Source: an optimization exercise on an open RTL-to-GDS flow (aim: small area, a short achievable clock period and few clock cycles). Production flows keep margins and buffers that such runs may drop. Only simulation tests tie the RTL to the original design; equivalence was not proved. Power figures rest on the tool's default switching activity, not on a simulated workload.

== yarrow ==
==> flow/design.v <==
module lz77_dec (
    input  wire        clk,
    input  wire        rst,              
    input  wire        start,
    input  wire [15:0] npix,             
    output wire        busy,
    output wire        done,             
    output wire        err,              
    input  wire        in_valid,
    output wire        in_ready,
    input  wire [7:0]  in_byte,
    output wire        out_valid,
    input  wire        out_ready,
    output wire [23:0] out_pixel         
);
    localparam SW_N = 17;
    reg              busy_r;             
    reg              fin;                
    reg              err_r;
    reg              first;              
    reg [15:0]       prem;               
    reg [3:0]        rs;                 
    reg              t_v;                
    reg              t_copy;             
    reg [3:0]        t_val;              
    reg [3:0]        t_rem;              
    reg [2:0]        t_n;                
    reg              t_err;              
    reg              t_more;             
    reg [7:0]        q;                  
    reg              q_v;
    reg [4*SW_N-1:0] sw;                 
    reg [2:0]        ph3;                
    reg              ov;
    assign done      = busy_r && fin && !ov;
    assign busy      = busy_r && !done;
    assign err       = err_r;
    assign out_valid = ov;
    reg [11:0] pix;                      
    assign out_pixel = {pix[11:8], 4'h0, pix[7:4], 4'h0, pix[3:0], 4'h0};
    wire       t_last = (t_rem <= 4'd3);
    wire [1:0] n      = {t_n[2] | t_n[1], t_n[2] | t_n[0]};
    wire [4*18-1:0] ws = {sw[4*15 +: 4], sw};
    wire [4*10-1:0] s8 = t_val[3] ? ws[4*8 +: 40] : ws[0 +: 40];
    wire [4*6-1:0]  s4 = t_val[2] ? s8[4*4 +: 24] : s8[0 +: 24];
    wire [4*4-1:0]  s2 = t_val[1] ? s4[4*2 +: 16] : s4[0 +: 16];
    wire [4*3-1:0]  s1 = t_val[0] ? s2[4*1 +: 12] : s2[0 +: 12];
    wire [3:0] x0 = t_copy ? s1[0 +: 4] : t_val;
    wire [3:0] x1 = s1[4 +: 4];
    wire [3:0] x2 = s1[8 +: 4];
    wire out_ok = !ov || out_ready;      
    wire go     = busy_r && !fin && t_v && out_ok;
    wire dec    = busy_r && !fin && t_v && !t_err && out_ok;   
    wire t_free = !t_v || (go && (t_last || t_err));
    assign in_ready = busy_r && !fin && !q_v && (!t_v || t_more);
    wire take_in = in_valid && in_ready;
    wire take_cmd = start && !busy;
    wire [1:0] ph  = {ph3[2], ph3[1]};
    wire [2:0] tot = {1'b0, ph} + {1'b0, n};
    wire       pix_done = dec && (ph3[2] || (ph3[1] && !t_n[0]) || (ph3[0] && t_n[2]));
    wire [11:0] pix_n = ({12{ph3[0]}} & {x0, x1, x2})
                      | ({12{ph3[1]}} & {sw[4*16 +: 4], x0, x1})
                      | ({12{ph3[2]}} & {sw[4*15 +: 4], sw[4*16 +: 4], x0});
    wire [2:0] ph3_n = t_n[0] ? {ph3[1:0], ph3[2]}
                     : t_n[1] ? {ph3[0], ph3[2:1]} : ph3;
    wire [15:0] prem_c = {prem[15:3], 3'd0};
    reg  [3:0]  rs_sat;
    always @* begin
        rs_sat = 4'd15;
        if (prem_c == 16'd0 && prem[2:0] == 3'd5)
            rs_sat = 4'd15 - {1'b0, tot};
        else if (prem_c == 16'd0 && prem[2:0] == 3'd6 && tot[2])
            rs_sat = tot[0] ? 4'd13 : 4'd14;
    end
    wire [3:0]  rs_d = (rs == 4'd15) ? rs_sat : rs - {2'b00, n};
    reg  [3:0]  rs_s;                    
    always @* begin
        case (npix[2:0])
            3'd0:    rs_s = 4'd0;
            3'd1:    rs_s = 4'd3;
            3'd2:    rs_s = 4'd6;
            3'd3:    rs_s = 4'd9;
            3'd4:    rs_s = 4'd12;
            default: rs_s = 4'd15;
        endcase
        if (npix[15:3] != 13'd0)
            rs_s = 4'd15;
    end
    wire [7:0] nb = q_v ? q : in_byte;
    wire [3:0] k_oh    = t_v ? {t_n, 1'b0} : 4'b0001;   
    wire [4:0] rs5     = {1'b0, rs};
    wire [4:0] thr     = ({5{k_oh[0]}} & (rs5 - 5'd2)) | ({5{k_oh[1]}} & (rs5 - 5'd3))
                       | ({5{k_oh[2]}} & (rs5 - 5'd4)) | ({5{k_oh[3]}} & (rs5 - 5'd5));
    wire       thr_neg = thr[4];
    wire       first_a = first && !t_v;
    wire       nb_gt   = thr_neg || (!thr[3] && nb[6:4] > thr[2:0]);    
    wire       nb_lt   = !thr_neg && (thr[3] || nb[6:4] < thr[2:0]);    
    wire       lit_lt  = !thr_neg;                                      
    always @(posedge clk) begin
        if (pix_done)
            pix <= pix_n;
        if (dec) begin
            if (first)
                sw <= {SW_N{t_val}};
            else
                sw <= ({4*SW_N{t_n[0]}} & {x0, sw[4*SW_N-1:4]})
                    | ({4*SW_N{t_n[1]}} & {x1, x0, sw[4*SW_N-1:8]})
                    | ({4*SW_N{t_n[2]}} & {x2, x1, x0, sw[4*SW_N-1:12]});
        end
        if (take_in && !(t_free && !q_v))
            q <= in_byte;
        if (t_free) begin
            t_copy <= nb[7];
            t_val  <= nb[7] ? nb[3:0] : nb[6:3];
            t_rem  <= nb[7] ? {1'b0, nb[6:4]} + 4'd2 : 4'd1;
            t_n    <= !nb[7] ? 3'b001 : (nb[6:4] == 3'd0) ? 3'b010 : 3'b100;
            t_err  <= nb[7] && (first_a || nb_gt);
            t_more <= nb[7] ? (!first_a && nb_lt) : lit_lt;
        end else if (go) begin
            t_rem  <= t_rem - 4'd3;
            t_n    <= (t_rem == 4'd4) ? 3'b001 : (t_rem == 4'd5) ? 3'b010 : 3'b100;
        end
    end
    always @(posedge clk) begin
        if (rst) begin
            busy_r <= 1'b0;
            fin    <= 1'b0;
            err_r  <= 1'b0;
            first  <= 1'b0;
            prem   <= 16'd0;
            rs     <= 4'd0;
            t_v    <= 1'b0;
            q_v    <= 1'b0;
            ph3    <= 3'b001;
            ov     <= 1'b0;
        end else begin
            if (ov && out_ready)
                ov <= 1'b0;
            if (pix_done)
                ov <= 1'b1;
            if (take_cmd) begin
                busy_r <= 1'b1;
                fin    <= (npix == 16'd0);
                err_r  <= 1'b0;
                first  <= 1'b1;
                prem   <= npix;
                rs     <= rs_s;
                t_v    <= 1'b0;
                q_v    <= 1'b0;
                ph3    <= 3'b001;
            end else begin
                if (done)
                    busy_r <= 1'b0;
                if (go) begin
                    if (t_err) begin
                        err_r <= 1'b1;
                        fin   <= 1'b1;
                    end else begin
                        first <= 1'b0;
                        ph3   <= ph3_n;
                        if (pix_done)
                            prem <= prem - 16'd1;
                        rs    <= rs_d;
                        if (rs == {2'b00, n})
                            fin <= 1'b1;
                    end
                end
                if (t_free) begin
                    t_v <= q_v || take_in;
                    q_v <= 1'b0;
                end else if (take_in) begin
                    q_v <= 1'b1;
                end
            end
        end
    end
endmodule
clock: 8.0 ns
lec_check: 0
cap_margin: 20
core_margin: 2
core_utilization: 50
cts_buf_list: sky130_fd_sc_hd__clkbuf_4 sky130_fd_sc_hd__clkbuf_8
cts_cluster_size: 30
setup_slack_margin: 5
slew_margin: 20
standard.sh (not shown) runs the stock make flow with config.mk's settings and CLKGATE_MAP_FILE= SYNTH_SCRIPT=/design/flow/synth_recipe.tcl, a recipe that flattens the netlist after the stock synthesis.
==> flow/flow/run.sh <==
#!/bin/bash
# The standard layout, with plain buffers (buf_2) on the ports instead of
# the delay-cell buffers that buffer_ports picks by default. The whole
# make output goes to standard.log; ORFS keeps each step's log under orfs/logs.
set -euo pipefail
export BUFFER_PORTS_ARGS="-buffer_cell sky130_fd_sc_hd__buf_2"
bash standard.sh > standard.log 2>&1
Testbench counts of yarrow, summed over its fixed seeds: cycles 47,934.
--- input diff yarrow..indigo ---
- swapping sky130_fd_sc_hd__clkbuf_4 sky130_fd_sc_hd__clkbuf_8 for sky130_fd_sc_hd__clkbuf_4 in CTS_BUF_LIST
==> comparison <==
- Delta(leakage power total, indigo - yarrow) < 0
- Comparing indigo and yarrow, the higher shortest period the worst path allows was measured on indigo.
- On sum of routed wire segments on met1, the lower figure sits with yarrow, not indigo.
- yarrow was larger in final cell area than indigo.
Setup changes, indigo to pepper
- CORE_UTILIZATION now 60, was 50
- CTS_BUF_LIST now sky130_fd_sc_hd__clkbuf_8, was sky130_fd_sc_hd__clkbuf_4
==> comparison <==
Summary — path depth of the worst reg2reg path, pepper relative to indigo: lower, by 5.
Cmp pepper and indigo / number of instances resized during post-cts repair / lower: pepper
Lower power share of the combinational group goes to pepper over indigo.
Compared to indigo, pepper was floorplanned on a smaller die.
| routed length on met1 | higher: indigo |
For adder and majority cell fraction of the synthesized area, indigo and pepper come out practically identical.
Minimum setup slack after placement: pepper vs indigo up 0.12 ns
Inputs modified between pepper and harbor:
- CORE_UTILIZATION now 40, was 60
Results
Fraction of power spent switching nets for harbor: 2.0 points up relative to pepper. t_v as the launching instance or port of the critical path was reported by pepper, and t_more by harbor. Looking at proportion of power drawn by combinational gates across harbor and pepper, the one that comes out higher is harbor. Sequential share of layout area (higher): pepper. When harbor is set beside pepper, its clock network power share turns out to be 1.9 points smaller.

==> static timing again, ports no longer ideal <==
Ports are ideal in the flow. The routed layouts listed here were re-timed in OpenROAD.
Step 1 (the two cells are an assumption about what drives the block):
set clk [get_ports {clk}]
set_driving_cell -lib_cell sky130_fd_sc_hd__clkbuf_16 $clk
set_driving_cell -lib_cell sky130_fd_sc_hd__buf_2 [delete_from_list [all_inputs] $clk]
Step 2 also shifts input and output timing later by t, the mid clock arrival at the registers, as if the neighbouring blocks saw the same clock.
Three values: ideal, step 1, step 2; two values: the first two.
run	t (ns)	setup WS [ns]	cell pins on the clock port's net
yarrow	0.480	5.072 / 5.035 / 4.659	1
indigo	0.565	4.980 / 4.942 / 4.618	1
pepper	0.489	5.024 / 4.986 / 4.659	1
harbor	0.505	4.968 / 4.929 / 4.680	1
After both steps every run listed still meets setup and hold. For yarrow, which loses most, drivers alone change the setup slack by -0.037 ns; drivers and shift together by -0.413 ns.
